What follows belongs to an exercise in optimizing a design on an open flow for small area, a short achievable clock period and few clock cycles per item; a production flow would make more cautious choices.
The RTL was checked by simulation tests, not by an equivalence proof against the original design.
No activity file was given, so power comes from the tool's default toggle rates.

==> flow/design.v <==
module hacodec (
    input  wire       clk,
    input  wire       rst,
    input  wire       in_valid,
    output wire       in_ready,
    input  wire [7:0] in_data,
    input  wire       in_last,
    output wire       out_valid,
    input  wire       out_ready,
    output wire [7:0] out_data,
    output wire       out_last
);
    function [7:0] bdec;               
        input [7:0] b;
        bdec = {1'b0, b[7:4], 3'b000} + {3'b000, b[7:4], 1'b0} + {4'd0, b[3:0]};
    endfunction
    function bok;
        input [7:0] b;
        bok = (b[7:4] <= 4'd9) && (b[3:0] <= 4'd9);
    endfunction
    function [7:0] benc;               
        input [7:0] v;
        case (v[6:0])
            7'd0 : benc = 8'h00;
            7'd1 : benc = 8'h01;
            7'd2 : benc = 8'h02;
            7'd3 : benc = 8'h03;
            7'd4 : benc = 8'h04;
            7'd5 : benc = 8'h05;
            7'd6 : benc = 8'h06;
            7'd7 : benc = 8'h07;
            7'd8 : benc = 8'h08;
            7'd9 : benc = 8'h09;
            7'd10: benc = 8'h10;
            7'd11: benc = 8'h11;
            7'd12: benc = 8'h12;
            7'd13: benc = 8'h13;
            7'd14: benc = 8'h14;
            7'd15: benc = 8'h15;
            7'd16: benc = 8'h16;
            7'd17: benc = 8'h17;
            7'd18: benc = 8'h18;
            7'd19: benc = 8'h19;
            7'd20: benc = 8'h20;
            7'd21: benc = 8'h21;
            7'd22: benc = 8'h22;
            7'd23: benc = 8'h23;
            7'd24: benc = 8'h24;
            7'd25: benc = 8'h25;
            7'd26: benc = 8'h26;
            7'd27: benc = 8'h27;
            7'd28: benc = 8'h28;
            7'd29: benc = 8'h29;
            7'd30: benc = 8'h30;
            7'd31: benc = 8'h31;
            7'd32: benc = 8'h32;
            7'd33: benc = 8'h33;
            7'd34: benc = 8'h34;
            7'd35: benc = 8'h35;
            7'd36: benc = 8'h36;
            7'd37: benc = 8'h37;
            7'd38: benc = 8'h38;
            7'd39: benc = 8'h39;
            7'd40: benc = 8'h40;
            7'd41: benc = 8'h41;
            7'd42: benc = 8'h42;
            7'd43: benc = 8'h43;
            7'd44: benc = 8'h44;
            7'd45: benc = 8'h45;
            7'd46: benc = 8'h46;
            7'd47: benc = 8'h47;
            7'd48: benc = 8'h48;
            7'd49: benc = 8'h49;
            7'd50: benc = 8'h50;
            7'd51: benc = 8'h51;
            7'd52: benc = 8'h52;
            7'd53: benc = 8'h53;
            7'd54: benc = 8'h54;
            7'd55: benc = 8'h55;
            7'd56: benc = 8'h56;
            7'd57: benc = 8'h57;
            7'd58: benc = 8'h58;
            7'd59: benc = 8'h59;
            7'd60: benc = 8'h60;
            7'd61: benc = 8'h61;
            7'd62: benc = 8'h62;
            7'd63: benc = 8'h63;
            7'd64: benc = 8'h64;
            7'd65: benc = 8'h65;
            7'd66: benc = 8'h66;
            7'd67: benc = 8'h67;
            7'd68: benc = 8'h68;
            7'd69: benc = 8'h69;
            7'd70: benc = 8'h70;
            7'd71: benc = 8'h71;
            7'd72: benc = 8'h72;
            7'd73: benc = 8'h73;
            7'd74: benc = 8'h74;
            7'd75: benc = 8'h75;
            7'd76: benc = 8'h76;
            7'd77: benc = 8'h77;
            7'd78: benc = 8'h78;
            7'd79: benc = 8'h79;
            7'd80: benc = 8'h80;
            7'd81: benc = 8'h81;
            7'd82: benc = 8'h82;
            7'd83: benc = 8'h83;
            7'd84: benc = 8'h84;
            7'd85: benc = 8'h85;
            7'd86: benc = 8'h86;
            7'd87: benc = 8'h87;
            7'd88: benc = 8'h88;
            7'd89: benc = 8'h89;
            7'd90: benc = 8'h90;
            7'd91: benc = 8'h91;
            7'd92: benc = 8'h92;
            7'd93: benc = 8'h93;
            7'd94: benc = 8'h94;
            7'd95: benc = 8'h95;
            7'd96: benc = 8'h96;
            7'd97: benc = 8'h97;
            7'd98: benc = 8'h98;
            7'd99: benc = 8'h99;
            default: benc = 8'hxx;
        endcase
    endfunction
    function [15:0] dstep;
        input [7:0] a;                 
        input [7:0] q;
        reg [7:0] a2;
        reg       ge;
        begin
            a2 = {a[6:0], q[7]};
            ge = (a2 >= 8'd100);
            dstep = {ge ? a2 - 8'd100 : a2, q[6:0], ge};
        end
    endfunction
    reg [79:0] Fv;                     
    reg [3:0]  flen;
    reg        fbin;                   
    reg        fatal;
    reg [2:0]  err;
    reg [79:0] Sv;                     
    reg        tx;                     
    reg        rdy;                    
    reg        ov, ol;
    reg [7:0]  od;
    reg [7:0]  X;                      
    reg        sd;                     
    reg [1:0]  hp;                     
    reg [3:0]  wp;                     
    reg [7:0]  rem;                    
    reg [2:0]  oph, opl;               
    reg        opf0;                   
    reg        bad, oe, eq39;
    reg [3:0]  nlen;
    reg        nfb;
    reg        cpend;                  
    reg        wst;                    
    reg [1:0]  hc;                     
    reg        hf;                     
    reg        rok;                    
    reg        hd;                     
    reg        hbg;                    
    reg [2:0]  dc;                     
    wire [7:0] F [0:9];
    wire [7:0] S [0:9];
    genvar g;
    generate for (g = 0; g < 10; g = g + 1) begin : bytes
        assign F[g] = Fv[8*g +: 8];
        assign S[g] = Sv[8*g +: 8];
    end endgenerate
    assign in_ready  = rdy;
    assign out_valid = ov;
    assign out_data  = od;
    assign out_last  = ol;
    wire g0 = (oph == 3'd0);           
    wire g1 = (oph == 3'd1);           
    wire g2 = (oph == 3'd2);           
    wire g3 = (oph == 3'd3);           
    wire g4 = (oph == 3'd4);           
    wire o_bcddec = g0 & ~opl[0];
    wire o_bcdenc = g0 &  opl[0];
    wire o_adrenc = g1 & ~opl[0];
    wire o_adrdec = g1 &  opl[0];
    wire o_cmdenc = g2 & ~opl[0];
    wire o_cmddec = g2 &  opl[0];
    wire o_fbuild = g3 & (opl == 3'd0);
    wire o_fload  = g3 & (opl == 3'd1);
    wire o_enc    = g4 & ~opl[2] & ~opl[0];    
    wire o_dec2   = g4 & ~opl[2] &  opl[0];    
    wire o_put    = g4 &  opl[2] & ~opl[0];    
    wire o_get    = g4 &  opl[2] &  opl[0];    
    wire o_ts     = ~opl[1];                   
    wire o_enc16  = g4 & ~opl[0];
    reg i_known;
    always @(*) begin
        case (in_data)
            8'h00, 8'h01, 8'h10, 8'h11, 8'h20, 8'h21, 8'h30, 8'h31, 8'h32, 8'h33,
            8'h34, 8'h40, 8'h41, 8'h42, 8'h43, 8'h44, 8'h45, 8'h46, 8'h47, 8'hF0:
                i_known = 1'b1;
            default: i_known = 1'b0;
        endcase
    end
    wire [2:0] ih = in_data[6:4];
    wire [2:0] il = in_data[2:0];
    wire i_f0     = (in_data == 8'hF0);
    wire i_fparse = (ih == 3'd3) & (il == 3'd2);
    wire i_fread  = (ih == 3'd3) & (il == 3'd3);
    wire i_fclr   = (ih == 3'd3) & il[2];
    wire i_get    = (ih == 3'd4) & il[2] & il[0];
    wire i_tsget  = i_get & ~il[1];
    wire i_v16get = i_get &  il[1];
    wire i_len1   = (ih == 3'd3) & (il[2] | il[1]) | i_get | (ih == 3'd7);
    wire i_enc    = (ih == 3'd4) & ~il[2] & ~il[0];
    reg [7:0] i_rem;                   
    always @(*) begin
        case (ih)
            3'd0:             i_rem = 8'd1;
            3'd1:             i_rem = il[0] ? 8'd1 : 8'd2;
            3'd2:             i_rem = il[0] ? 8'd1 : 8'd3;
            3'd3:             i_rem = il[2] | il[1] ? 8'd0 : il[0] ? 8'd1 : 8'd2;
            3'd4:             i_rem = il[2] ? (il[0] ? 8'd0 : il[1] ? 8'd3 : 8'd7)
                                            : (il[1] ? 8'd2 : 8'd6);
            default:          i_rem = 8'd0;
        endcase
    end
    wire ok12 = bok(F[1]) & bok(F[2]);
    wire okF2 = fbin | ok12;
    wire okF6 = fbin | (ok12 & bok(F[3]) & bok(F[4]) & bok(F[5]) & bok(F[6]));
    wire first  = (hp == 2'd0);
    wire hdr    = (o_fload & hp == 2'd1) | (o_fbuild & hp == 2'd2);
    wire s_nok = o_bcddec | o_dec2;
    wire s_99  = o_bcdenc | (o_enc16 & wp[3:2] != 2'd0) | (o_enc16 & wp == 4'd3);
    wire s_39  = o_enc16 & (wp == 4'd1);
    wire s_15  = o_adrenc | (o_enc16 & (wp == 4'd2) & eq39);
    wire s_63  = o_cmdenc & (wp == 4'd2);
    wire s_9   = o_fbuild & (hp == 2'd2);
    wire s_fl  = o_fload & (hp == 2'd1);
    wire s_1   = o_cmdenc & ~wp[1];
    wire chk_oe = (s_nok & ~bok(in_data)) | (s_99 & (in_data > 8'd99)) |
                  (s_39 & (in_data > 8'd39)) | (s_15 & (in_data > 8'd15)) |
                  (s_63 & (in_data > 8'd63)) | (s_9 & (in_data > 8'd9)) |
                  (s_fl & ((in_data == 8'd0) | (in_data > 8'd10)));
    wire chk_bad = s_1 & (in_data > 8'd1);
    reg [2:0] code;                    
    always @(*) begin
        case (oph)
            3'd0:    code = opl[0] ? 3'd5 : 3'd3;
            3'd3:    code = opl[0] ? 3'd4 : 3'd2;
            3'd4:    code = (opl[0] & ~opl[2]) ? 3'd3 : 3'd5;
            default: code = 3'd1;
        endcase
    end
    wire       k7    = fatal & ~opf0;
    wire       badr  = bad | (~hdr & (rem != 8'd1));
    wire       n_bad = badr | chk_bad | (hdr & (in_data != 8'd0));
    wire       n_oe  = oe | chk_oe;
    wire [2:0] st_n  = k7 ? 3'd7 : n_bad ? 3'd6 : n_oe ? code : 3'd0;
    reg [2:0] st_1;
    always @(*) begin
        if (fatal & ~i_f0)                  st_1 = 3'd7;
        else if (~i_known | ~i_len1)        st_1 = 3'd6;
        else if (i_fparse)                  st_1 = (flen == 4'd0) ? 3'd4 : 3'd0;
        else if (i_tsget)                   st_1 = (flen < 4'd7) ? 3'd4 : okF6 ? 3'd0 : 3'd3;
        else if (i_v16get)                  st_1 = (flen < 4'd3) ? 3'd4 : okF2 ? 3'd0 : 3'd3;
        else                                st_1 = 3'd0;
    end
    wire [2:0] status = first ? st_1 : st_n;
    wire       res_ok = ~status[2] & (status[1] == status[0]);    
    reg [3:0] rl_n, rl_1;
    always @(*) begin
        case (oph)
            3'd0:    rl_n = 4'd1;
            3'd1:    rl_n = opl[0] ? 4'd2 : 4'd1;
            3'd2:    rl_n = opl[0] ? 4'd3 : 4'd1;
            3'd4:    rl_n = o_put ? 4'd0 : opl[1] ? 4'd2 : 4'd6;
            default: rl_n = 4'd0;
        endcase
        rl_1 = 4'd0;
        if (i_fparse | i_fread) rl_1 = flen + 4'd1;
        if (i_tsget)            rl_1 = 4'd6;
        if (i_v16get | (ih == 3'd7)) rl_1 = 4'd2;
    end
    wire [3:0] rl = first ? rl_1 : rl_n;
    wire [3:0] bp0 = first ? ((ih == 3'd3) ? 4'd0 : i_get ? 4'd2 : 4'd1)
                           : (o_enc ? 4'd2 : 4'd1);
    wire       i_frb = fbin & (i_fparse | i_fread);
    wire        hg   = ~tx & first & ~fbin & ~rok;
    wire        h0   = hd | hg | hbg;
    wire [7:0]  ha   = hd ? S[0] : F[1];
    wire [7:0]  hb   = hf ? F[2] : S[1];
    wire [15:0] hx   = {S[8], S[9]};
    wire [14:0] ha1  = {hx[11:0], 3'd0};
    wire [14:0] ha2  = {hx[13:0], 1'b0};
    wire [14:0] ha3  = {11'd0, (hc == 2'd2) ? hb[7:4] : hb[3:0]};
    wire [14:0] hs   = ha1 ^ ha2 ^ ha3;
    wire [14:0] hcy  = {(ha1[13:0] & ha2[13:0]) | (ha1[13:0] & ha3[13:0]) | (ha2[13:0] & ha3[13:0]), 1'b0};
    wire [8:0]  hlo  = {1'b0, hs[7:0]} + {1'b0, hcy[7:0]};
    wire [6:0]  hhi0 = hs[14:8] + hcy[14:8];
    wire [6:0]  hhi1 = hs[14:8] + hcy[14:8] + 7'd1;
    wire [15:0] hn   = {1'b0, hlo[8] ? hhi1 : hhi0, hlo[7:0]};
    wire [15:0] rv   = (o_get & fbin) ? {F[1], F[2]} : hx;
    wire        rhi  = opl[2] ? (wp == 4'd2) : (wp == 4'd1);
    wire [7:0]  rb   = rhi ? rv[15:8] : rv[7:0];
    wire       xsf = (g3 & ~(fbin & (wp == 4'd1 | wp == 4'd2))) | o_get;
    reg  [7:0] xs;
    always @(*) begin
        case (wp)
            4'd1:    xs = S[0];
            4'd3:    xs = S[3];
            4'd4:    xs = S[4];
            4'd5:    xs = S[5];
            4'd6:    xs = S[6];
            default: xs = S[2];
        endcase
    end
    wire [7:0] xn  = xsf ? F[wp] : xs;
    wire [7:0] Y  = sd ? S[0] : X;
    wire [7:0] dX = bdec(Y);
    wire [7:0] eX = benc(Y);
    reg [7:0] nb;                      
    always @(*) begin
        case (oph)
            3'd0: nb = opl[0] ? eX : dX;
            3'd1: nb = ~opl[0] ? {S[0][3:0], S[1][3:0]} :
                       (wp == 4'd1) ? {4'd0, S[0][7:4]} : {4'd0, S[0][3:0]};
            3'd2: nb = ~opl[0] ? {S[0][0], S[1][0], S[2][5:0]} :
                       (wp == 4'd1) ? {7'd0, S[0][7]} : (wp == 4'd2) ? {7'd0, S[0][6]} :
                       {2'd0, S[0][5:0]};
            3'd3: nb = opl[0] ? ((wp == 4'd0) ? {4'd0, flen} : (fbin & wp != 4'd1) ? eX : X)
                              : ((wp == 4'd0) ? F[0] : (wp == 4'd1) ? {4'd0, flen - 4'd1} :
                                 fbin ? eX : X);
            3'd4: nb = ~opl[0] ? eX :
                       opl[2] ? ((wp < 4'd4) ? rb : fbin ? X : dX)
                              : ((wp < 4'd3) ? rb : dX);
            default: nb = (wp == 4'd1) ? {fatal, 4'd0, err} : 8'h0A;
        endcase
    end
    wire [15:0] d1 = dstep(S[2], S[0]);
    wire [15:0] d2 = dstep(d1[15:8], d1[7:0]);
    wire acc  = in_valid & ~tx;
    wire last = acc & in_last;
    wire dgo  = acc & (first ? i_frb : o_enc & (wp == 4'd2));
    wire dact = (dc != 3'd0);
    wire [2:0] dc_n = dgo ? 3'd4 : first & acc ? 3'd0 : dact ? dc - 3'd1 : 3'd0;
    wire [1:0] hc_n = h0 ? 2'd2 : (hc != 2'd0) ? hc - 2'd1 : 2'd0;
    wire [3:0] wi = (o_enc & wp == 4'd1) ? 4'd2 : (o_enc & wp == 4'd2) ? 4'd0 : wp;
    integer k;
    always @(posedge clk) begin
        for (k = 0; k < 10; k = k + 1)
            if (~tx & ~first & ~hdr & (wi == k))
                Sv[8*k +: 8] <= in_data;
        if (dact)
            {Sv[23:16], Sv[7:0]} <= d2;
        if (~tx & first)
            {Sv[23:16], Sv[7:0]} <= {F[1], F[2]};
        if (h0)
            {Sv[71:64], Sv[79:72]} <= {8'd0, bdec(ha)};
        else if (hc != 2'd0)
            {Sv[71:64], Sv[79:72]} <= hn;
        if (rst) begin
            tx    <= 1'b0;
            rdy   <= 1'b1;
            ov    <= 1'b0;
            hp    <= 2'd0;
            dc    <= 3'd0;
            hc    <= 2'd0;
            hd    <= 1'b0;
            hbg   <= 1'b0;
            rok   <= 1'b0;
            cpend <= 1'b0;
            wst   <= 1'b0;
            flen  <= 4'd0;
            fbin  <= 1'b0;
            fatal <= 1'b0;
            err   <= 3'd0;
        end else begin
            dc <= dc_n;
            hc <= hc_n;
            hbg <= tx & ~o_dec2 & ~o_get & ~cpend & ~rok & ~fbin & (hc_n == 2'd0) &
                   ~(hf & (hc == 2'd1));
            if (acc) hd <= ~first & o_dec2 & (wp == 4'd0) & ~in_last;
            if (h0) hf <= ~hd;
            if ((cpend & (od[2:0] == 3'd0)) | h0 |
                (~tx & ~first & ~hdr & (wi[3:1] == 3'd4)))
                rok <= 1'b0;
            else if (hf & (hc == 2'd1))
                rok <= 1'b1;
            wst   <= 1'b0;
            cpend <= 1'b0;
            if (wst) begin
                if (od[2:0] != 3'd7) err <= od[2:0];
                if (od[2:0] == 3'd1) fatal <= 1'b1;
            end
            if (cpend & (od[2:0] == 3'd0)) begin
                Fv   <= Sv;
                flen <= nlen;
                fbin <= nfb;
            end
            if (~tx) begin
                od <= {5'd0, status};
                ol <= ~res_ok | (rl == 4'd0);
            end
            if (acc) begin
                eq39 <= (in_data == 8'd39);
                if (first) begin
                    oph  <= ih;
                    opl  <= il;
                    opf0 <= i_f0;
                    hp   <= 2'd1;
                    wp   <= {3'd0, i_enc};
                    bad  <= ~i_known;
                    oe   <= 1'b0;
                    rem  <= i_rem;
                end else begin
                    if (hp != 2'd3) hp <= hp + 2'd1;
                    if (~hdr & (wp != 4'd15)) wp <= wp + 4'd1;
                    bad <= bad | chk_bad | (rem == 8'd0);
                    oe  <= n_oe;
                    rem <= hdr ? in_data : rem - 8'd1;
                    if (s_fl) nlen <= in_data[3:0];
                    if (s_9)  nlen <= in_data[3:0] + 4'd1;
                end
            end
            if (last) begin
                tx  <= 1'b1;
                rdy <= 1'b0;
                ov  <= first ? ~(i_frb | (i_get & ~fbin & ~rok))
                             : ~(o_enc & wp == 4'd2) & (dc[2:1] == 2'd0) &
                               ~(o_dec2 & (wp == 4'd1 | hc[1]));
                rem <= {4'd0, rl};
                wp  <= bp0;
                sd  <= 1'b1;
                wst <= first ? ~i_f0 : ~opf0;
                if (first) begin
                    cpend <= i_fclr;
                    nlen  <= 4'd0;
                end else begin
                    cpend <= o_fload | o_fbuild | o_put;
                    nfb   <= o_put;
                    if (o_put) nlen <= o_ts ? 4'd7 : 4'd3;
                end
            end else if (tx) begin
                if (~ov) begin
                    if (g3 ? (dc_n[2:1] == 2'd0) : (dc_n == 3'd0) & (hc_n == 2'd0)) ov <= 1'b1;
                end else if (out_ready) begin
                    if (ol) begin
                        tx <= 1'b0;
                        rdy <= 1'b1;
                        ov <= 1'b0;
                        hp <= 2'd0;
                    end else begin
                        od  <= nb;
                        X   <= xn;
                        sd  <= 1'b0;
                        wp  <= wp + 4'd1;
                        rem <= rem - 8'd1;
                        ol  <= (rem == 8'd1);
                    end
                end
            end
        end
    end
endmodule
==> flow/flow/run.sh <==
#!/bin/bash
set -euo pipefail
bash standard.sh SYNTH_SCRIPT="$PWD/flow/synth_abc.tcl" ADDER_MAP_FILE= SETUP_SLACK_MARGIN=6 MATCH_CELL_FOOTPRINT=0 \
  "BUFFER_PORTS_ARGS=-buffer_cell sky130_fd_sc_hd__buf_4" finish > flow_standard.log 2>&1
==> flow/flow/synth_abc.tcl <==
# synth_recipe.tcl (the standard synthesis) with one change: the technology mapping of the
# combinational logic uses ABC's default script for a liberty mapping (abc -liberty ... -D)
# instead of ORFS's abc_speed.script. Flip-flops are mapped before ABC and are not touched.
proc synth {args} { yosys synth -nofsm -noshare {*}$args }
proc abc {args} {
  set i [lsearch -exact $args -script]
  if {$i >= 0 && [string match *abc_speed.script [lindex $args [expr {$i + 1}]]]} {
    set args [lreplace $args $i [expr {$i + 1}]]
  }
  yosys abc {*}$args
}
source $::env(SCRIPTS_DIR)/synth.tcl
# left out here: clear keep_hierarchy, flatten, clean up, hide names made inside functions, write 1_2_yosys.v
==> flow/standard.sh <==
#!/bin/bash
# synth_recipe.tcl (not shown) runs the flow's synth.tcl, then flattens the netlist and writes it again
# the make line also repeats each setting of config.mk as NAME=value (left out here)
make -C /OpenROAD-flow-scripts/flow DESIGN_CONFIG=/design/flow/config.mk WORK_HOME=/design/flow/orfs CLKGATE_MAP_FILE= SYNTH_SCRIPT=/design/flow/synth_recipe.tcl "${@:-finish}"
==> flow/config.mk <==
export PLATFORM = sky130hd
export DESIGN_NAME = hacodec
export DESIGN_NICKNAME = hacodec
export VERILOG_FILES = /design/flow/design.v
export SDC_FILE = /design/flow/constraint.sdc
export NUM_CORES = 4
export LEC_CHECK = 0
export ABC_CLOCK_PERIOD_IN_PS = 4000
export CAP_MARGIN = 20
export CORE_MARGIN = 2
export CORE_UTILIZATION = 40
export CTS_CLUSTER_DIAMETER = 100
export CTS_CLUSTER_SIZE = 20
export SETUP_SLACK_MARGIN = 5
export SLEW_MARGIN = 20
==> flow/constraint.sdc <==
create_clock -name core_clock -period 10.0 [get_ports {clk}]
set_input_delay 2.0000 -clock core_clock [delete_from_list [all_inputs] [get_ports {clk}]]
set_output_delay 2.0000 -clock core_clock [all_outputs]
set_load 0.01 [all_outputs]
==> metrics.md, run 1 <==
| Metric | Value |
|---|---|
| Vias | 11800 |
| M1 wire length | 19700 microns |
| Cell taking the most area after synthesis | edfxtp_1 |
| Crit path capture type | flip-flop |
| Starting Density | 40.9% |
| CTS Buf Count | 15 |
| Die ar. | 33900 sq um |
| Register area share after synthesis | 50.8% |
| Top cell type's share of synthesized area | 45.8% |
| Synth Area in Compound Gates | 22.3% |
| Grt ovf | 0 |
| Area Growth Syn to Fin | 9.99% |
| # Max-Cap Violations | 0 |
| Synth Area in XOR/XNOR | 4.05% |
| Async SR Flop Fraction | 0% |
| Post-DR vias/cell | 6.68 |
| Worst-path cell chain | nor2b_2 > mux4_2 > maj3_1 > xnor2_1 > a211o_1 > a21oi_2 > o211ai_1 > a2111oi_4 > nand4_1 > xnor2_1 > nand2_1 > a31oi_1 |
| Area of the multi-input gates | 6200 sq um |
| Worst path most repeated cell | xnor2_1 |
| Lkg Pwr | 0.00461 uW |
| Placeable core region | 31700 sq um |
| Drt drc | 0 |
| Pre-CTS WS | 5.48 ns |
| Row count | 65 |
| CTS tree | yes |
| Vias in the first global route | 10800 |
| PD cells | 174 nW/um^2 |
| Worst Path Max Fanout | 10 |
| Slowest cell on the critical path | mux4_2 |
| Clock Skews | 0.0168 ns |
| Critical Path Stages | 12 |
| Die H | 184 microns |
| Sequential cell area | 6590 sq um |
| Cell area after synthesis | 13000 sq um |
| DP Cell Count | 1739 |
| Mux cell area share after synthesis | 2.48% |
| Met3 Wirelength | 5110 microns |
| Initial antenna violation count | 0 |
| Clock latency (worst-skew pair) | 0.51 ns |
| Final wirelength | 47600 microns |
| WP data arrival | 4.27 ns |
| DIE WIDTH | 184 microns |
| Flop2flop setup slack | 6.14 ns |
| Post-synthesis simple-gate area fraction | 17.4% |
| Largest net degree at the start of global routing | 81 |
| CTS Sinks | 230 |
| Min-Delay Path Class | flip-flop to flip-flop |
| Largest family of logic cells by synthesized area | compound AO/OA/AOI/OAI gates |
| Gp weighted congestion | 0.974 |
| Remaining antenna violation count | 0 |
| Cell family with most CP delay | compound AO/OA/AOI/OAI gates |
| DPL Wire Length | 34000 microns |
| Wire length per cell | 26.9 microns |
| Post-Layout Cell Count | 1774 |
| Ant diodes | 0 |
| Clock-pin transition on the worst setup and hold timing paths | 0.09 ns |
| Worst Path Buf+Inv | 0 |
| First drt pass iteration count | 6 |
| CP peak stage delay | 0.57 ns |
| Yosys Warn Count | 1 |
| R2R Path Start | hc[1] |
| Final Cell Area | 14300 sq um |
| Main area contributors after synthesis | edfxtp_1 46%, nor2_1 4.9%, dfxtp_1 4.9% |
| First-pass GRT wire length | 70100 microns |
| Critical path class | flip-flop to flip-flop |
| Mapped Cells | 1364 |
| Achievable Freq | 0.259 GHz |
| Slew Viols, Final | 0 |
| RSZ-0062 raised after global routing | no |
| Synth cell count leaders | 198 x edfxtp_1, 171 x nor2_1, 153 x nand2_1 |
| WP data required | 10.41 ns |
| Max-Slew Margin vs Limit | 27.2% |
| Reg-to-Reg End | Sv[70] |
| Fill cell count | 2977 |
| Sum Neg Setup Slack | 0 ns |
| Share of layout cells above drive strength 1 | 8.67% |
| Top-count cell post-synth | edfxtp_1 |
| Final period util | 38.6% |
| Outcome | complete, no violations |
| VDD IR max | 0.0000938 V |
| Slew at the pin closest to its max-slew limit | 1.09 ns |
| Met2 routed WL | 20500 microns |
| Clock buffer depth | 3 |
| Syn_area_per_cell | 9.51 sq um |
| Post-synth EDFFs | 198 |
| Hold Vio Cnt, Final | 0 |
| Iter 0 DRT Violations | 1446 |
| Yosys reg bits | 230 |
| Total track usage | 27.9% |
| Adder-cell share of the synthesized area | 0.309% |
| Synthesized Nets | 1377 |
| Post-synth cell types | 65 |
| Startpoint Class | flip-flop |
| Primary FF master, synth | edfxtp_1 |
| Top layer reached by signal wires | met4 |
| Worst r2r path cells | 12 |
| Nets | 1376 |
| Worst Setup EP | Sv[70] |
| Final setup violation count | 0 |
| Final setup margin | 6.14 ns |
| CTS H-tree lvls | 1 |
| Tmin final | 3.86 ns |
| Ports | 24 |
| Root Buffer | clkbuf_16 |
| Number of port buffers | 23 |
| DP Area | 13600 sq um |
| Crit path launch | hc[1] |
-- worst min-delay path by stage --
| stage | start | end | slack, ns | depth (start not counted) |
|---|---|---|---|---|
| floorplan | Sv[56] | Fv[56] | 0.40 | 0 |
| global placement | Sv[58] | Fv[58] | 0.40 | 0 |
| detailed placement | Sv[57] | Fv[57] | 0.41 | 0 |
| CTS | Sv[63] | Fv[63] | 0.42 | 0 |
| global route | Sv[63] | Fv[63] | 0.43 | 0 |
| finish | Sv[63] | Fv[63] | 0.42 | 0 |
-- per-layer routing --
| layer | global-route usage, % | vias to the layer above |
|---|---|---|
| met5 | 0 | - |
| met4 | 12.4 | 0 |
| met3 | 6.99 | 112 |
| met2 | 41.8 | 702 |
| met1 | 38.3 | 5821 |
| li1 | - | 5212 |
-- power by group --
group          total [uW]  internal, uW  switching [uW]
registers            1210          1110             104
clock network         656           321             335
logic                 619           221             398
total                2490          1650             836
-- cell families after synthesis --
group                      count (synthesis)
and+or+nand+nor                          502
AOI/OAI and AO/OA                        449
DFF                                      230
buffers and inverters                     91
xor gates and xnor gates                  60
muxes                                     28
adders and majority gates                  4
-- registers in the layout (all words and copies together), names as in the netlist, 3 cells and up --
| name | cells |
|---|---|
| Fv | 80 |
| Sv | 80 |
| X | 8 |
| od | 8 |
| rem | 8 |
| flen | 4 |
| nlen | 4 |
| wp | 4 |
| dc | 3 |
| err | 3 |
| oph | 3 |
| opl | 3 |
-- timing repair --
item / in CTS / in global routing
pin swaps: 0 / 3
gates resized for setup: 4 / 16
setup buffers: 0 / 8
endpoints found under the hold margin: 0 / 0
hold buffers: 0 / 0
endpoints found under the setup margin: 7 / 14
-- final cells by class --
type,instances,share of cell area (%)
tap,402,3.52
timing repair buffer,56,3.14
clock buffer,25,3.25
sequential,230,46.2
multi-input combinational,1043,43.4
inverter,17,0.447
clock inverter,1,0.0614
-- cells in the final DEF, fill, tap and decap left out, drive strengths merged, types with 18 or more instances in the layout --
cell and count:
edfxtp 198, nor2 171, nand2 153, o21ai 126, a21oi 110, buf 56
nor3 45, xnor2 39, nand3 33, dfxtp 32, a31oi 31, a222oi 27
a22oi 26, clkbuf 25, mux2i 22, xor2 21, inv 18
-- per-stage QoR --
stage / hold slack [ns] / power, uW / utilization (%)
after global routing: 0.428 / 2580 / 45.0
after detailed placement: 0.406 / 1800 / 42.9
after floorplan: 0.400 / 1600 / -
after global placement: 0.401 / 1800 / 42.9
final: 0.420 / 2490 / 45.0
after CTS: 0.423 / 2460 / 44.5
Testbench counts, summed over its fixed seeds: cycles 248,529, requests 32,000.
==> run 2, diff against run 1 <==
==> flow/flow/run.sh (replaced) <==
#!/bin/bash
set -euo pipefail
bash standard.sh SYNTH_SCRIPT="$PWD/flow/synth_abc.tcl" ADDER_MAP_FILE= SETUP_SLACK_MARGIN=6.5 MATCH_CELL_FOOTPRINT=0 \
  "BUFFER_PORTS_ARGS=-buffer_cell sky130_fd_sc_hd__buf_4" finish > flow_standard.log 2>&1
==> run 2 against run 1 <==
  * First-iteration DRC count increased by 43%
  * Utilization increased by 1.8 points
  * Sequential share of layout area decreased by 1.8 points
  * Clock power decreased by 4.9%
  * Clock skew increased by 0.012 ns
==> metrics.md, run 2 <==
| Metric | Value |
|---|---|
| Outcome | complete, no violations |
| Wire length per cell | 27.2 microns (+1.3%) |
| Die H | 184 microns (unchanged) |
| Hold Path End | Fv[61] |
| Critical path class | primary input to flip-flop |
| Min-Delay Startpoint | Sv[61] |
| Slowest cell on the critical path | nor4_4 |
| Clock latency (worst-skew pair) | 0.51 ns (about the same) |
| CTS tree | yes |
| VDD IR max | 0.0000912 V (-2.8%) |
| Worst r2r path cells | 10 (-2) |
| Flop2flop setup slack | 6.53 ns (+0.39 ns) |
| DP Cell Count | 1740 (+0.058%) |
| Yosys reg bits | 230 (unchanged) |
| DPL Wire Length | 34400 microns (+1.2%) |
| Post-Layout Cell Count | 1809 (+2.0%) |
| Clock buffer depth | 3 (unchanged) |
| Initial antenna violation count | 0 (unchanged) |
| WP data arrival | 3.81 ns (-0.46 ns) |
| R2R Path Start | oph[1] |
| Most frequent cells in the layout | 198 x edfxtp_1, 164 x nor2_1, 147 x nand2_1 |
| Remaining antenna violation count | 0 (unchanged) |
| Startpoint Class | primary input |
| CTS Buf Count | 15 (unchanged) |
| Min-Delay Path Class | flip-flop to flip-flop |
| Hold-fix buffers at CTS | 0 (unchanged) |
| Sum Neg Setup Slack | 0 ns (unchanged) |
| Top cell type's share of synthesized area | 45.8% (unchanged) |
| Primary FF master, synth | edfxtp_1 |
| Ant diodes | 0 (unchanged) |
| # Max-Cap Violations | 0 (unchanged) |
| Post-synth cell types | 65 (unchanged) |
| Tmin final | 3.57 ns (-0.292 ns) |
| Final wirelength | 49200 microns (+3.3%) |
| First-pass GRT wire length | 72800 microns (+3.9%) |
| Top-count cell post-synth | edfxtp_1 |
| Drt drc | 0 (unchanged) |
| Post-DR vias/cell | 6.64 (-0.56%) |
| Largest net degree at the start of global routing | 73 (-9.9%) |
| WHS Path Cells | 0 (unchanged) |
| WP data required | 10.24 ns (-0.17 ns) |
| Number of port buffers | 23 (unchanged) |
| Starting Density | 40.9% (unchanged) |
| CTS Sinks | 230 (unchanged) |
| Iter 0 DRT Violations | 2068 (+43%) |
| Achievable Freq | 0.280 GHz (+8.2%) |
| Lkg Pwr | 0.00487 uW (+5.7%) |
| Worst-path cell chain | buf_12 > nor4_4 > nand3_2 > a221oi_2 > nand2_1 > a211oi_2 > o211ai_1 > a21oi_2 > a31oi_1 |
| PnR Total Power | 2500 uW (+0.55%) |
| Gp weighted congestion | 0.979 (+0.44%) |
| Nets | 1411 (+2.5%) |
| Hold Vio Cnt, Final | 0 (unchanged) |
| Max-Slew Margin vs Limit | 18.7% (-8.5 points) |
| Most common cell after layout, fill and taps aside | edfxtp_1 |
| Slew at the pin closest to its max-slew limit | 1.21 ns (+0.120 ns) |
| Async SR Flop Fraction | 0% (unchanged) |
| Grt ovf | 0 (unchanged) |
| Cell family with most CP delay | compound AO/OA/AOI/OAI gates |
| Min Hold Slack | 0.421 ns (+0.000916 ns) |
| Fin util | 46.8% (+1.8 points) |
| Vias in the first global route | 11200 (+3.3%) |
| Worst Path Buf+Inv | 1 (+1) |
| Reg-to-Reg End | Sv[64] |
| Slew Viols, Final | 0 (unchanged) |
| Share of layout cells above drive strength 1 | 13.2% (+4.5 points) |
| CTS H-tree lvls | 1 (unchanged) |
| Vias | 12000 (+1.4%) |
| Worst Path Max Fanout | 25 (+15) |
| Clock Skews | 0.0286 ns (+0.0118 ns) |
| Row count | 65 (unchanged) |
| Final period util | 35.7% (-2.9 points) |
| PD cells | 168 nW/um^2 (-3.4%) |
| RSZ-0062 raised after global routing | yes |
| Total track usage | 28.7% (+0.78 points) |
| CP peak stage delay | 0.30 ns (-0.27 ns) |
| Root Buffer | clkbuf_16 |
| Cell taking the most area after synthesis | edfxtp_1 |
| Cell area after synthesis | 13000 sq um (unchanged) |
| Register area share after synthesis | 50.8% (unchanged) |
| Placeable core region | 31700 sq um (unchanged) |
| Syn_area_per_cell | 9.51 sq um (unchanged) |
| Crit path capture type | flip-flop |
| Area Growth Syn to Fin | 14.5% |
| Main area contributors after synthesis | edfxtp_1 46%, nor2_1 4.9%, dfxtp_1 4.9% |
| Yosys Warn Count | 1 (unchanged) |
| Clock-pin transition on the worst setup and hold timing paths | 0.09 ns (about the same) |
| Die ar. | 33900 sq um (unchanged) |
| Mapped Cells | 1364 (unchanged) |
| Synth cell count leaders | 198 x edfxtp_1, 171 x nor2_1, 153 x nand2_1 |
| Ports | 24 (unchanged) |
| Final setup violation count | 0 (unchanged) |
| Biggest regs | Fv (80), Sv (80) |
| First drt pass iteration count | 6 (unchanged) |
| Synthesized Nets | 1377 (unchanged) |
| DIE WIDTH | 184 microns (unchanged) |
| Post-synth EDFFs | 198 (unchanged) |
## run 2: cell counts after synthesis
No cell type changed its count.
## run 2: cells by family (layout without fill, tap and decap cells)
group / after synthesis / in the layout / share of synthesized area (%)
AND/OR/NAND/NOR: 502 / 502 / 17.4
multiplexers: 28 / 28 / 2.48
AO/OA/AOI/OAI: 449 / 449 / 22.3
adder cells (fa/ha/maj): 4 / 4 / 0.309
buffers and inverters: 91 / 134 / 2.64
flip-flops: 230 / 230 / 50.8
XOR/XNOR: 60 / 60 / 4.05
## run 2: through the flow
step                      setup slack, ns  area [sq um]
after floorplan                      5.48         13100
after global placement               5.65         13700
after detailed placement             5.62         13700
after CTS                            6.46         14500
after global routing                 6.33         14900
final                                6.43         14900
## run 2: final cells by class
class	count	area, sq um
Sequential cell	230	6590
Inverter	17	63.8
Fill cell	3040	16900
Clock buffer	23	405
Tap cell	402	503
Timing Repair Buffer	91	866
Multi-Input combinational cell	1043	6400
Clock inverter	3	22.5
## run 2: report_power, final
part           internal [uW]  total (uW)  switching, uW
Sequential              1110        1210            105
Combinational            253         664            411
Clock                    286         624            338
Total                   1650        2500            853
## run 2: worst reg2reg max path, stage by stage (launching register included)
cell	delay [ns]
edfxtp_1	0.56
and3b_1	0.37
and2_1	0.43
nand3_1	0.21
nand2_1	0.29
or3_1	0.44
nor3_1	0.12
buf_4	0.22
nor2_1	0.44
a32oi_1	0.14
a21oi_1	0.19
## run 2: what timing repair did
item	in CTS	in global routing
resized for setup	37	50
setup endpoints to repair	103	22
pin swaps	19	21
setup buffers	21	20
cloned	1	1
## run 2: layer usage
layer,up-vias,GRT usage (%),routed length (microns)
met4,0,12.0,2180
met5,-,0,0
met1,5810,40.9,20400
li1,5311,-,-
met3,121,4.60,5060
met2,771,43.5,21500
## run 2: how the worst max path moves through the flow
| stage | from | end | slack [ns] | depth (start not counted) |
|---|---|---|---|---|
| after CTS | in_data[7] | ol | 6.46 | 12 |
| after floorplan | rst | Fv[0] | 5.48 | 2 |
| final | in_data[1] | ol | 6.43 | 9 |
| after detailed placement | in_data[6] | ol | 5.62 | 11 |
| after global routing | hc[1] | Sv[70] | 6.33 | 12 |
| after global placement | in_data[5] | ol | 5.65 | 12 |
==> run 3, diff against run 2 <==
--- a/flow/design.v
+++ b/flow/design.v
@@ -256,7 +256,6 @@
     wire       badr  = bad | (~hdr & (rem != 8'd1));
     wire       n_bad = badr | chk_bad | (hdr & (in_data != 8'd0));
     wire       n_oe  = oe | chk_oe;
-    wire [2:0] st_n  = k7 ? 3'd7 : n_bad ? 3'd6 : n_oe ? code : 3'd0;
     reg [2:0] st_1;
     always @(*) begin
         if (fatal & ~i_f0)                  st_1 = 3'd7;
@@ -266,8 +265,6 @@
         else if (i_v16get)                  st_1 = (flen < 4'd3) ? 3'd4 : okF2 ? 3'd0 : 3'd3;
         else                                st_1 = 3'd0;
     end
-    wire [2:0] status = first ? st_1 : st_n;
-    wire       res_ok = ~status[2] & (status[1] == status[0]);    
     reg [3:0] rl_n, rl_1;
     always @(*) begin
         case (oph)
@@ -283,6 +280,18 @@
         if (i_v16get | (ih == 3'd7)) rl_1 = 4'd2;
     end
     wire [3:0] rl = first ? rl_1 : rl_n;
+    wire [6:0] oesel = {s_nok, s_99, s_39, s_15, s_63, s_9, s_fl};
+    wire [6:0] oecmp = {~bok(in_data), in_data > 8'd99, in_data > 8'd39, in_data > 8'd15,
+                        in_data > 8'd63, in_data > 8'd9, (in_data == 8'd0) | (in_data > 8'd10)};
+    wire       chkb  = (s_1 & (in_data > 8'd1)) | (hdr & (in_data != 8'd0));
+    wire       cn3   = (code != 3'd3);
+    wire       zl_n  = (rl_n == 4'd0);
+    wire [2:0] od_n;
+    assign od_n[2] = k7 | badr | (oe & code[2]) | chkb | (|(oesel & oecmp & {7{code[2]}}));
+    assign od_n[1] = k7 | badr | (oe & code[1]) | chkb | (|(oesel & oecmp & {7{code[1]}}));
+    assign od_n[0] = k7 | (~badr & ~chkb & code[0] & (oe | (|(oesel & oecmp))));
+    wire       ol_n  = zl_n | k7 | badr | (oe & cn3) | chkb | (|(oesel & oecmp & {7{cn3}}));
+    wire       ol_1  = ~(~st_1[2] & (st_1[1] == st_1[0])) | (rl_1 == 4'd0);
     wire [3:0] bp0 = first ? ((ih == 3'd3) ? 4'd0 : i_get ? 4'd2 : 4'd1)
                            : (o_enc ? 4'd2 : 4'd1);
     wire       i_frb = fbin & (i_fparse | i_fread);
@@ -399,8 +408,8 @@
                 fbin <= nfb;
             end
             if (~tx) begin
-                od <= {5'd0, status};
-                ol <= ~res_ok | (rl == 4'd0);
+                od <= {5'd0, first ? st_1 : od_n};
+                ol <= first ? ol_1 : ol_n;
             end
             if (acc) begin
                 eq39 <= (in_data == 8'd39);
==> flow/flow/run.sh (replaced) <==
#!/bin/bash
set -euo pipefail
bash standard.sh SYNTH_SCRIPT="$PWD/flow/synth_abc.tcl" SETUP_SLACK_MARGIN=5.5 MATCH_CELL_FOOTPRINT=0 \
  "BUFFER_PORTS_ARGS=-buffer_cell sky130_fd_sc_hd__buf_4" finish > flow_standard.log 2>&1
==> run 3 against run 2 <==
  * Still clean on timing, DRC and antenna
  * Die area increased by 5.9%
  * Clock power increased by 12%
  * Final cell count increased by 2.1%
  * Global-route usage decreased by 1.5 points
==> metrics.md, run 3 <==
| Metric | Value |
|---|---|
| Achievable Freq | 0.234 GHz (-16%) |
| First-pass GRT wire length | 73500 microns (+0.93%) |
| WP data arrival | 4.64 ns (+0.83 ns) |
| Mapped Cells | 1392 (+2.1%) |
| CTS Buf Count | 16 (+1) |
| Lkg Pwr | 0.00531 uW (+9.0%) |
| Most common cell after layout, fill and taps aside | edfxtp_1 |
| Wire length per cell | 26.5 microns (-2.6%) |
| Post-synth cell types | 65 (unchanged) |
| Clock Skews | 0.0446 ns (+0.0160 ns) |
| Syn_area_per_cell | 9.88 sq um (+3.9%) |
| Clock buffer depth | 3 (unchanged) |
| Iter 0 DRT Violations | 1937 (-6.3%) |
| Top cell type's share of synthesized area | 43.2% (-2.6 points) |
| Min Hold Slack | 0.423 ns (+0.00214 ns) |
| Yosys Warn Count | 1 (unchanged) |
| Final setup margin | 5.73 ns (-0.699 ns) |
| Share of layout cells above drive strength 1 | 7.01% (-6.2 points) |
| Cell taking the most area after synthesis | edfxtp_1 |
| Min-Delay Path Class | flip-flop to flip-flop |
| First drt pass iteration count | 8 (+2) |
| Outcome | complete, no violations |
| Gp weighted congestion | 0.946 (-3.3%) |
| Async SR Flop Fraction | 0% (unchanged) |
| Number of port buffers | 23 (unchanged) |
| Nets | 1474 (+4.5%) |
| VDD IR max | 0.000106 V (+16%) |
| Hold-fix buffers at CTS | 0 (unchanged) |
| RSZ-0062 raised after global routing | no |
| Synthesized Nets | 1477 (+7.3%) |
| Cell area after synthesis | 13800 sq um (+6.0%) |
| Clock-pin transition on the worst setup and hold timing paths | 0.09 ns (about the same) |
| Die H | 189 microns (+2.9%) |
| Main area contributors after synthesis | edfxtp_1 43%, ha_1 5.9%, dfxtp_1 4.7% |
| Final period util | 42.7% (+7.0 points) |
| PnR Total Power | 2740 uW (+9.7%) |
| Total track usage | 27.2% (-1.5 points) |
| Primary FF master, synth | edfxtp_1 |
| CTS tree | yes |
| Post-synth EDFFs | 198 (unchanged) |
| Largest net degree at the start of global routing | 52 (-29%) |
| Tmin final | 4.27 ns (+0.699 ns) |
| # Max-Cap Violations | 0 (unchanged) |
| Most frequent cells in the layout | 198 x edfxtp_1, 144 x nor2_1, 127 x nand2_1 |
| Initial antenna violation count | 0 (unchanged) |
| Pre-CTS WS | 5.33 ns (-0.296 ns) |
| Area Growth Syn to Fin | 8.78% |
| Row count | 67 (+3.1%) |
| Root Buffer | clkbuf_16 |
| DPL Wire Length | 36000 microns (+4.7%) |
| Fin util | 44.4% (-2.4 points) |
| Ports | 24 (unchanged) |
| Sum Neg Setup Slack | 0 ns (unchanged) |
| Vias in the first global route | 11200 (+0.15%) |
| Placeable core region | 33700 sq um (+6.2%) |
| Biggest regs | Fv (80), Sv (80) |
| PD cells | 183 nW/um^2 (+8.9%) |
| CTS H-tree lvls | 1 (unchanged) |
| Synth cell count leaders | 198 x edfxtp_1, 144 x nor2_1, 127 x nand2_1 |
| DIE WIDTH | 189 microns (+2.9%) |
| Register area share after synthesis | 47.9% (-2.9 points) |
| Die ar. | 35900 sq um (+5.9%) |
| Critical path class | flip-flop to flip-flop |
| Final wirelength | 48900 microns (-0.59%) |
| Worst Path Max Fanout | 9 (-64%) |
| Remaining antenna violation count | 0 (unchanged) |
| Post-DR vias/cell | 6.50 (-2.1%) |
| Final setup violation count | 0 (unchanged) |
| Slew at the pin closest to its max-slew limit | 1.13 ns (-0.0756 ns) |
| Slew Viols, Final | 0 (unchanged) |
| Startpoint Class | flip-flop |
| Grt ovf | 0 (unchanged) |
| Vias | 12000 (-0.042%) |
| Top-count cell post-synth | edfxtp_1 |
| WP data required | 10.37 ns (+0.13 ns) |
| Hold Vio Cnt, Final | 0 (unchanged) |
| Drt drc | 0 (unchanged) |
| Yosys reg bits | 230 (unchanged) |
| Max-Slew Margin vs Limit | 23.9% (+5.2 points) |
| Clock latency (worst-skew pair) | 0.53 ns (+0.02 ns) |
| CTS Sinks | 230 (unchanged) |
| Starting Density | 40.8% (-0.086 points) |
| Crit path capture type | flip-flop |
| Ant diodes | 0 (unchanged) |
[run 3: changes by cell type in the layout (fill, tap and decap cells not counted), moves of 20 or more]
cell	previous run	this run
ha_1	0	65
buf_4	78	46
inv_1	17	47
nand2_1	147	127
nor2_1	164	144
[run 3: what timing repair did]
action,CTS,global route
resized for setup,0,2
setup endpoints to repair,0,1
buffers inserted,0,0
[run 3: through the flow]
stage / instance area, sq um / instances
after floorplan: 13800 / 1392
after detailed placement: 14400 / 1819
after CTS: 15000 / 1847
after global routing: 15000 / 1847
final: 15000 / 1847
after global placement: 14400 / 1819
[run 3: path summary, 6_finish.rpt]
kind                from  endpoint  slack (ns)  cells past startpoint
setup / recovery   hc[1]    Sv[70]        5.73                     14
hold / removal    Sv[56]    Fv[56]        0.42                      0
setup reg to reg   hc[1]    Sv[70]        5.73                     14
hold reg to reg   Sv[56]    Fv[56]        0.42                      0
[run 3: area by class of cell]
cell class / instances / area [sq um]
inverter: 48 / 180
sequential: 230 / 6590
fill: 3269 / 18700
multi-input combinational: 1047 / 6790
timing repair buffer: 46 / 345
clock buffer: 23 / 427
tap: 448 / 561
clock inverter: 5 / 78.8
[run 3: logic make-up (layout without fill, tap and decap cells)]
logic type,Yosys count,in the layout,share of synthesized area (%)
AOI/OAI and AO/OA,450,450,21.2
muxes,35,35,3.36
DFF,230,230,47.9
xor gates and xnor gates,35,35,2.23
and+or+nand+nor,455,455,15.3
buffers and inverters,115,122,3.14
adders and majority gates,72,72,6.93
[run 3: critical path: stages, from the launching register on]
cell,delay (ns)
dfxtp_1,0.49
nor2b_1,0.54
mux4_2,0.64
fa_1,0.51
fa_1,0.46
a21oi_1,0.14
nor2_1,0.05
nor2_1,0.18
o21bai_1,0.10
a21o_1,0.23
and3_1,0.20
and3_1,0.22
a21o_1,0.19
nand3_1,0.09
a31oi_1,0.07
[run 3: per-layer routing]
layer	vias up	wire length, microns	global-route usage [%]
li1	5328	-	-
met1	5817	20700	39.3
met2	755	21200	41.5
met3	108	5110	4.15
met4	0	1890	9.78
met5	-	0	0
[run 3: power breakdown]
group / internal, uW / switching [uW] / total [uW]
clock network: 336 / 364 / 700
registers: 1120 / 114 / 1230
logic: 308 / 499 / 807
total: 1760 / 977 / 2740
Testbench counts of run 3, summed over its fixed seeds: cycles 248,529, requests 32,000.
==> run 4, diff against run 3 <==
==> flow/flow/run.sh (replaced) <==
#!/bin/bash
set -euo pipefail
bash standard.sh SYNTH_SCRIPT="$PWD/flow/synth_abc.tcl" ADDER_MAP_FILE= SETUP_SLACK_MARGIN=7 MATCH_CELL_FOOTPRINT=0 \
  "BUFFER_PORTS_ARGS=-buffer_cell sky130_fd_sc_hd__buf_4" finish > flow_standard.log 2>&1
==> run 4 against run 3 <==
  * Combinational power is 11% higher
  * Final cell count is 5.0% higher
  * Die area is 4.7% lower
  * Register-to-register slack better by 0.87 ns
  * Critical path type is now primary input to flip-flop
  * Still clean on timing, DRC and antenna
  * Sequential share of layout area is 2.9 points lower
  * Critical endpoint is now od[2]
  * Global-route usage is 3.3 points higher
==> metrics.md, run 4 <==
| Metric | Value |
|---|---|
| Die ar. | 34200 sq um (-4.7%) |
| PnR Total Power | 2740 uW (+0.13%) |
| Yosys Warn Count | 1 (unchanged) |
| RSZ-0062 raised after global routing | yes |
| Mux cell area share after synthesis | 2.85% (-0.51 points) |
| Final setup violation count | 0 (unchanged) |
| First-pass GRT wire length | 76900 microns (+4.7%) |
| DP Cell Count | 1799 (-1.1%) |
| Lkg Pwr | 0.00541 uW (+1.8%) |
| WP data required | 10.26 ns (-0.11 ns) |
| Final period util | 35.3% (-7.4 points) |
| Most frequent cells in the layout | 198 x edfxtp_1, 150 x nor2_1, 144 x nand2_1 |
| Sum Neg Setup Slack | 0 ns (unchanged) |
| Synth Area in Compound Gates | 22.0% (+0.75 points) |
| Wire length per cell | 27.0 microns (+1.9%) |
| Die H | 185 microns (-2.4%) |
| Main area contributors after synthesis | edfxtp_1 45%, a21oi_1 5.0%, dfxtp_1 4.9% |
| Syn_area_per_cell | 9.50 sq um (-3.9%) |
| Clock latency (worst-skew pair) | 0.52 ns (about the same) |
| Synth cell count leaders | 198 x edfxtp_1, 168 x nor2_1, 156 x nand2_1 |
| Initial antenna violation count | 1 (+1) |
| Number of port buffers | 23 (unchanged) |
| Vias | 12600 (+4.7%) |
| WP data arrival | 3.79 ns (-0.85 ns) |
| Register area share after synthesis | 50.3% (+2.4 points) |
| Root Buffer | clkbuf_16 |
| Ant diodes | 0 (unchanged) |
| First drt pass iteration count | 9 (+1) |
| DIE WIDTH | 185 microns (-2.4%) |
| Crit path capture type | flip-flop |
| Largest net degree at the start of global routing | 79 (+52%) |
| Vias in the first global route | 11800 (+5.4%) |
| M1 GR Usage | 43.0% (+3.7 points) |
| Slew at the pin closest to its max-slew limit | 1.11 ns (-0.0274 ns) |
| Drt drc | 0 (unchanged) |
| Slew Viols, Final | 0 (unchanged) |
| Worst Path Max Fanout | 5 (-4) |
| Gp weighted congestion | 0.962 (+1.7%) |
| Nets | 1502 (+1.9%) |
| Top-count cell post-synth | edfxtp_1 |
| Async SR Flop Fraction | 0% (unchanged) |
| Startpoint Class | primary input |
| Max-Slew Margin vs Limit | 26.0% (+2.1 points) |
| Mapped Cells | 1379 (-0.93%) |
| Total track usage | 30.5% (+3.3 points) |
| CTS tree | yes |
| Remaining antenna violation count | 0 (unchanged) |
| GR Util met2 | 45.2% (+3.7 points) |
| Final wirelength | 52400 microns (+7.1%) |
| Tmin final | 3.53 ns (-0.740 ns) |
| Share of layout cells above drive strength 1 | 21.0% (+14 points) |
| Post-synth EDFFs | 198 (unchanged) |
| Top cell type's share of synthesized area | 45.4% (+2.2 points) |
| Post-synthesis simple-gate area fraction | 17.7% (+2.5 points) |
| Synth Area in XOR/XNOR | 4.45% (+2.2 points) |
| Adder-cell share of the synthesized area | 0.306% (-6.6 points) |
| Post-synth cell types | 63 (-3.1%) |
| Top Usage Layer GRT | met2 |
| Placeable core region | 32400 sq um (-3.9%) |
| Largest family of logic cells by synthesized area | compound AO/OA/AOI/OAI gates |
| Grt ovf | 0 (unchanged) |
| CTS Buf Count | 15 (-1) |
| Post-Layout Cell Count | 1940 (+5.0%) |
| CTS H-tree lvls | 1 (unchanged) |
| Iter 0 DRT Violations | 1849 (-4.5%) |
| # Max-Cap Violations | 0 (unchanged) |
| Achievable Freq | 0.284 GHz (+21%) |
| Post-DR vias/cell | 6.48 (-0.34%) |
| Clock-pin transition on the worst setup and hold timing paths | 0.09 ns (about the same) |
| Clock Skews | 0.0244 ns (-0.0202 ns) |
| Yosys reg bits | 230 (unchanged) |
| Outcome | complete, no violations |
| Clock buffer depth | 3 (unchanged) |
| Cell area after synthesis | 13100 sq um (-4.8%) |
| Row count | 66 (-1.5%) |
| Ports | 24 (unchanged) |
| Cell taking the most area after synthesis | edfxtp_1 |
| Met3 usage | 6.47% (+2.3 points) |
| Synthesized Nets | 1392 (-5.8%) |
| CTS Sinks | 230 (unchanged) |
| VDD IR max | 0.000182 V (+72%) |
| Most common cell after layout, fill and taps aside | edfxtp_1 |
| Hold Vio Cnt, Final | 0 (unchanged) |
| Starting Density | 40.5% (-0.36 points) |
| DPL Wire Length | 36100 microns (+0.12%) |
| Critical path class | primary input to flip-flop |
| Area Growth Syn to Fin | 22.5% |
| PD cells | 171 nW/um^2 (-6.6%) |
| Primary FF master, synth | edfxtp_1 |
| Min-Delay Path Class | flip-flop to flip-flop |
| Biggest regs | Fv (80), Sv (80) |
run 4: cell types whose count changed after synthesis, sizes merged, moves of 14 or more:
cell,before,now
ha,65,0
inv,47,11
nand2,127,156
and2,25,10
nor2,144,168
a22oi,22,36
xnor2,24,41
run 4: worst max-delay path, cell delays in order:
cell	delay, ns
buf_16	0.12
nor4_4	0.31
o21ai_1	0.10
o21bai_1	0.14
o211ai_1	0.15
buf_4	0.17
buf_4	0.12
buf_4	0.12
buf_4	0.12
buf_4	0.12
o31ai_2	0.20
nand3_1	0.11
run 4: cell type report:
cell class | instances | area [sq um]
clock buffers | 24 | 409
clock inverters | 2 | 20.0
fillers | 3067 | 16300
inverters | 12 | 48.8
multi-input cells | 1065 | 6860
flip-flops and latches | 230 | 6600
well taps | 442 | 553
repair buffers | 164 | 1550
repair inverters | 1 | 7.51
run 4: metal layers:
layer  part of all wire (%)  vias up  wire length (microns)
li1                       -     5510                      -
met1                     41     6036                  21200
met2                     42      852                  22200
met3                     12      170                   6090
met4                    5.4        2                   2830
met5                  0.023        -                     12
run 4: where the power goes:
| part | internal (uW) | switching [uW] | total [uW] |
|---|---|---|---|
| clock | 288 | 341 | 629 |
| sequential | 1120 | 103 | 1220 |
| combinational | 358 | 537 | 894 |
| total | 1760 | 981 | 2740 |
run 4: kinds of logic (layout without fill, tap and decap cells):
group,Yosys count,in the layout
xor+xnor,65,65
compound gates,451,451
mux,29,29
flops,230,230
simple gates,516,516
buf+inv,84,203
fa+ha+maj,4,4
run 4: final timing paths:
kind              startpoint  slack (ns)     end  depth (start not counted)
setup / recovery  in_data[4]        6.47   od[2]                         12
hold / removal        Sv[61]        0.41  Fv[61]                          0
setup reg to reg          sd        6.60   od[5]                         14
hold reg to reg       Sv[61]        0.41  Fv[61]                          0
run 4: metrics by stage:
step,setup WS [ns],utilization (%),hold WS (ns),cell area [sq um]
finish,6.47,49.6,0.415,16000
floorplan,5.59,-,0.400,13500
global route,6.38,49.6,0.429,16000
detailed placement,5.72,43.5,0.405,14100
CTS,6.50,48.2,0.418,15600
global placement,5.73,43.5,0.401,14100
run 4: timing repair:
action | in CTS | in global routing
hold buffers | 0 | 0
resized for setup | 97 | 46
setup buffers | 76 | 34
pin swaps | 21 | 30
endpoints found under the setup margin | 268 | 87
endpoints found under the hold margin | 0 | 0
cloned | 5 | 0
==> run 5, diff against run 4 <==
==> flow/flow/run.sh (replaced) <==
#!/bin/bash
set -euo pipefail
bash standard.sh SYNTH_SCRIPT="$PWD/flow/synth_abc.tcl" ADDER_MAP_FILE= SETUP_SLACK_MARGIN=6.75 MATCH_CELL_FOOTPRINT=0 \
  "BUFFER_PORTS_ARGS=-buffer_cell sky130_fd_sc_hd__buf_4" finish > flow_standard.log 2>&1
==> run 5 against run 4 <==
  * Clock power up 0.8%
  * First-iteration DRC count grew 4.4%
  * Combinational power fell by 9.7%
  * Die area did not move
  * Critical path depth shrank 3
  * Utilization fell by 1.3 points
  * Synthesized cell count stayed put
  * Fmax down 3.1%
  * Via count down 0.25%
  * Critical endpoint is now ol
  * Largest cell class unchanged
  * Largest power group unchanged
==> metrics.md, run 5 <==
| Metric | Value |
|---|---|
| Clock latency (worst-skew pair) | 0.52 ns (about the same) |
| Critical Path Stages | 9 (-3) |
| Tmin final | 3.64 ns (+0.111 ns) |
| Final Cell Area | 15600 sq um (-2.7%) |
| CTS H-tree lvls | 1 (unchanged) |
| Die H | 185 microns (unchanged) |
| Placeable core region | 32400 sq um (unchanged) |
| Area Growth Syn to Fin | 19.2% |
| Min-Delay Path Class | flip-flop to flip-flop |
| Area of the multi-input gates | 6640 sq um (-3.2%) |
| Cell family with most CP delay | compound AO/OA/AOI/OAI gates |
| Worst-path cell chain | buf_16 > nor4_4 > o21ai_1 > o21bai_1 > o211ai_1 > or4_4 > a2111o_1 > a21oi_2 > nand2_1 |
| Async SR Flop Fraction | 0% (unchanged) |
| Worst Path Buf+Inv | 1 (-5) |
| Register area share after synthesis | 50.3% (unchanged) |
| Achievable Freq | 0.275 GHz (-3.1%) |
| CTS Sinks | 230 (unchanged) |
| Post-DR vias/cell | 6.55 (+1.1%) |
| Largest family of logic cells by synthesized area | compound AO/OA/AOI/OAI gates |
| WP data required | 10.27 ns (about the same) |
| CTS tree | yes |
| CP peak stage delay | 0.49 ns (+0.18 ns) |
| Sum Neg Setup Slack | 0 ns (unchanged) |
| First-pass GRT wire length | 75000 microns (-2.5%) |
| CTS Buf Count | 15 (unchanged) |
| Crit path capture type | flip-flop |
| WHS Path Cells | 0 (unchanged) |
| Drt drc | 0 (unchanged) |
| Top cell type's share of synthesized area | 45.4% (unchanged) |
| Primary FF master, synth | edfxtp_1 |
| Slowest cell on the critical path | or4_4 |
| Gp weighted congestion | 0.962 (about the same) |
| Synth Area in Compound Gates | 22.0% (unchanged) |
| Pre-CTS WS | 5.73 ns (+0.0153 ns) |
| Startpoint Class | primary input |
| Ant diodes | 0 (unchanged) |
| Outcome | complete, no violations |
| Slew Viols, Final | 0 (unchanged) |
| Final wirelength | 51800 microns (-1.2%) |
| Row count | 66 (unchanged) |
| Main area contributors after synthesis | edfxtp_1 45%, a21oi_1 5.0%, dfxtp_1 4.9% |
| RSZ-0062 raised after global routing | yes |
| First drt pass iteration count | 6 (-3) |
| Mapped Cells | 1379 (unchanged) |
| Root Buffer | clkbuf_16 |
| Post-synth EDFFs | 198 (unchanged) |
| Cell area after synthesis | 13100 sq um (unchanged) |
| Critical path class | primary input to flip-flop |
| Initial antenna violation count | 0 (-1) |
| Syn_area_per_cell | 9.50 sq um (unchanged) |
| VDD IR max | 0.000162 V (-11%) |
| Hold Vio Cnt, Final | 0 (unchanged) |
| Final period util | 36.4% (+1.1 points) |
| Max-Slew Margin vs Limit | 26.3% (+0.32 points) |
| Ports | 24 (unchanged) |
| Slew at the pin closest to its max-slew limit | 1.10 ns (-0.00673 ns) |
| Remaining antenna violation count | 0 (unchanged) |
| DPL Wire Length | 35900 microns (-0.47%) |
| Starting Density | 40.5% (unchanged) |
| Top-count cell post-synth | edfxtp_1 |
| Synth Area in XOR/XNOR | 4.45% (unchanged) |
| Post-synthesis simple-gate area fraction | 17.7% (unchanged) |
| # Max-Cap Violations | 0 (unchanged) |
| Vias in the first global route | 11400 (-3.5%) |
| Clock-pin transition on the worst setup and hold timing paths | 0.10 ns (about the same) |
| Synthesized Nets | 1392 (unchanged) |
| Yosys reg bits | 230 (unchanged) |
| Synth cell count leaders | 198 x edfxtp_1, 168 x nor2_1, 156 x nand2_1 |
| WP data arrival | 3.91 ns (+0.12 ns) |
| Grt ovf | 0 (unchanged) |
| Final setup violation count | 0 (unchanged) |
| Adder-cell share of the synthesized area | 0.306% (unchanged) |
| Largest net degree at the start of global routing | 47 (-41%) |
| Yosys Warn Count | 1 (unchanged) |
| Post-synth cell types | 63 (unchanged) |
| Clock Skews | 0.0311 ns (+0.00677 ns) |
| Final setup margin | 6.36 ns (-0.111 ns) |
| Cell taking the most area after synthesis | edfxtp_1 |
| Worst Path Max Fanout | 8 (+3) |
| Share of layout cells above drive strength 1 | 17.4% (-3.6 points) |
| Fill cell count | 3100 (+1.1%) |
| DP Area | 13900 sq um (-1.0%) |
| Wire length per cell | 27.0 microns (+0.13%) |
| Most common cell after layout, fill and taps aside | edfxtp_1 |
| Mux cell area share after synthesis | 2.85% (unchanged) |
| Biggest regs | Fv (80), Sv (80) |
| Most frequent cells in the layout | 198 x edfxtp_1, 155 x nor2_1, 147 x nand2_1 |
| Vias | 12500 (-0.25%) |
| PnR Total Power | 2670 uW (-2.7%) |
| Nets | 1477 (-1.7%) |
| DIE WIDTH | 185 microns (unchanged) |
| PD cells | 171 nW/um^2 (about the same) |
| Total track usage | 29.7% (-0.78 points) |
| Iter 0 DRT Violations | 1930 (+4.4%) |
| Sequential cell area | 6590 sq um (about the same) |
| Hold-fix buffers at CTS | 0 (unchanged) |
| Number of port buffers | 23 (unchanged) |
| Lkg Pwr | 0.00520 uW (-4.0%) |
| Worst r2r path cells | 12 (-2) |
| Die ar. | 34200 sq um (unchanged) |
| Clock buffer depth | 3 (unchanged) |
==> run 5: cell counts after synthesis <==
Identical to the previous run, type by type.
==> run 5: worst paths after layout <==
path / start / end / slack (ns)
hold reg to reg: Sv[58] / Fv[58] / 0.42
setup / recovery: in_data[4] / ol / 6.36
setup reg to reg: hc[1] / Sv[70] / 6.48
hold / removal: Sv[58] / Fv[58] / 0.42
==> run 5: logic make-up (layout without fill, tap and decap cells) <==
logic type                 Yosys count  in the layout
AOI/OAI and AO/OA                  451            451
xor gates and xnor gates            65             65
adders and majority gates            4              4
buffers and inverters               84            178
DFF                                230            230
muxes                               29             29
and+or+nand+nor                    516            516
==> run 5: area by class of cell <==
type                            instances  area share [%]
Clock buffer                           24            2.68
Clock inverter                          2           0.112
Inverter                               12           0.312
Multi-Input combinational cell       1065            42.5
Sequential cell                       230            42.2
Tap cell                              442            3.54
Timing Repair Buffer                  140            8.59
==> run 5: where the power goes <==
group / switching (uW) / leakage (uW) / internal [uW] / total (uW)
registers: 111 / 0.00209 / 1120 / 1230
logic: 491 / 0.00289 / 315 / 807
clock network: 340 / 0.000211 / 294 / 634
total: 942 / 0.00520 / 1730 / 2670
==> run 5: timing repair <==
action / in CTS / in global routing
buffers inserted: 41 / 42
cloned: 3 / 2
endpoints found under the setup margin: 109 / 80
resized for setup: 61 / 54
pin swaps: 16 / 19
==> run 5: per-layer routing <==
metal  part of all wire (%)  GRT usage, %
met4                    5.1          11.8
met2                     42          44.3
met1                     41          42.2
met3                     11          6.23
met5                      0             0
==> run 5: worst register-to-register path: stages, from the launching register on <==
cell,delay [ns]
dfxtp_4,0.37
nor2b_4,0.27
mux4_2,0.58
maj3_2,0.34
xnor2_1,0.14
a211o_1,0.27
a21oi_2,0.16
o211ai_1,0.21
a2111oi_4,0.52
nand4_1,0.21
xnor2_1,0.20
nand2_1,0.07
a31oi_1,0.12
==> run 5: through the flow <==
stage          hold slack [ns]  utilization (%)  std cells
2_1_floorplan            0.400                -       1379
4_1_cts                  0.424             46.4       1871
6_report                 0.423             48.2       1915
3_5_place_dp             0.405             43.0       1801
3_3_place_gp             0.401             43.0       1801
5_1_grt                  0.429             48.2       1915

[what the ideal ports hide]
No port has a modelled driver above. Below, the same layouts with a new extraction and two added sets of constraints. Step 1: set_driving_cell puts a clkbuf_16 on clk and a buf_2 on each other input, an assumption about the parent block. Step 2 times the ports against the registers' clock, not the clock port: input delays grow and output delays shrink by t, the midpoint of the rising clock arrivals with the driver on. Slacks: ideal / step 1 / step 2; pairs: ideal / step 1.
run | t (ns) | setup WS [ns] | worst setup path at the end | worst data-port slew with drivers (ns) | cell pins on the clock port's net
run 1 | 0.552 | 6.142 / 6.142 / 5.648 | input to register | 0.04 | 1
run 2 | 0.548 | 6.434 / 6.371 / 5.823 | input to register | 0.17 | 1
run 3 | 0.558 | 5.735 / 5.735 / 5.261 | input to register | 0.04 | 1
run 4 | 0.557 | 6.475 / 6.414 / 5.857 | input to register | 0.20 | 1
run 5 | 0.559 | 6.364 / 6.296 / 5.737 | input to register | 0.19 | 1
After both steps setup and hold are still met in every run listed. The setup slack of run 5, which loses most, moves by -0.068 ns with the drivers and by -0.627 ns with both steps.
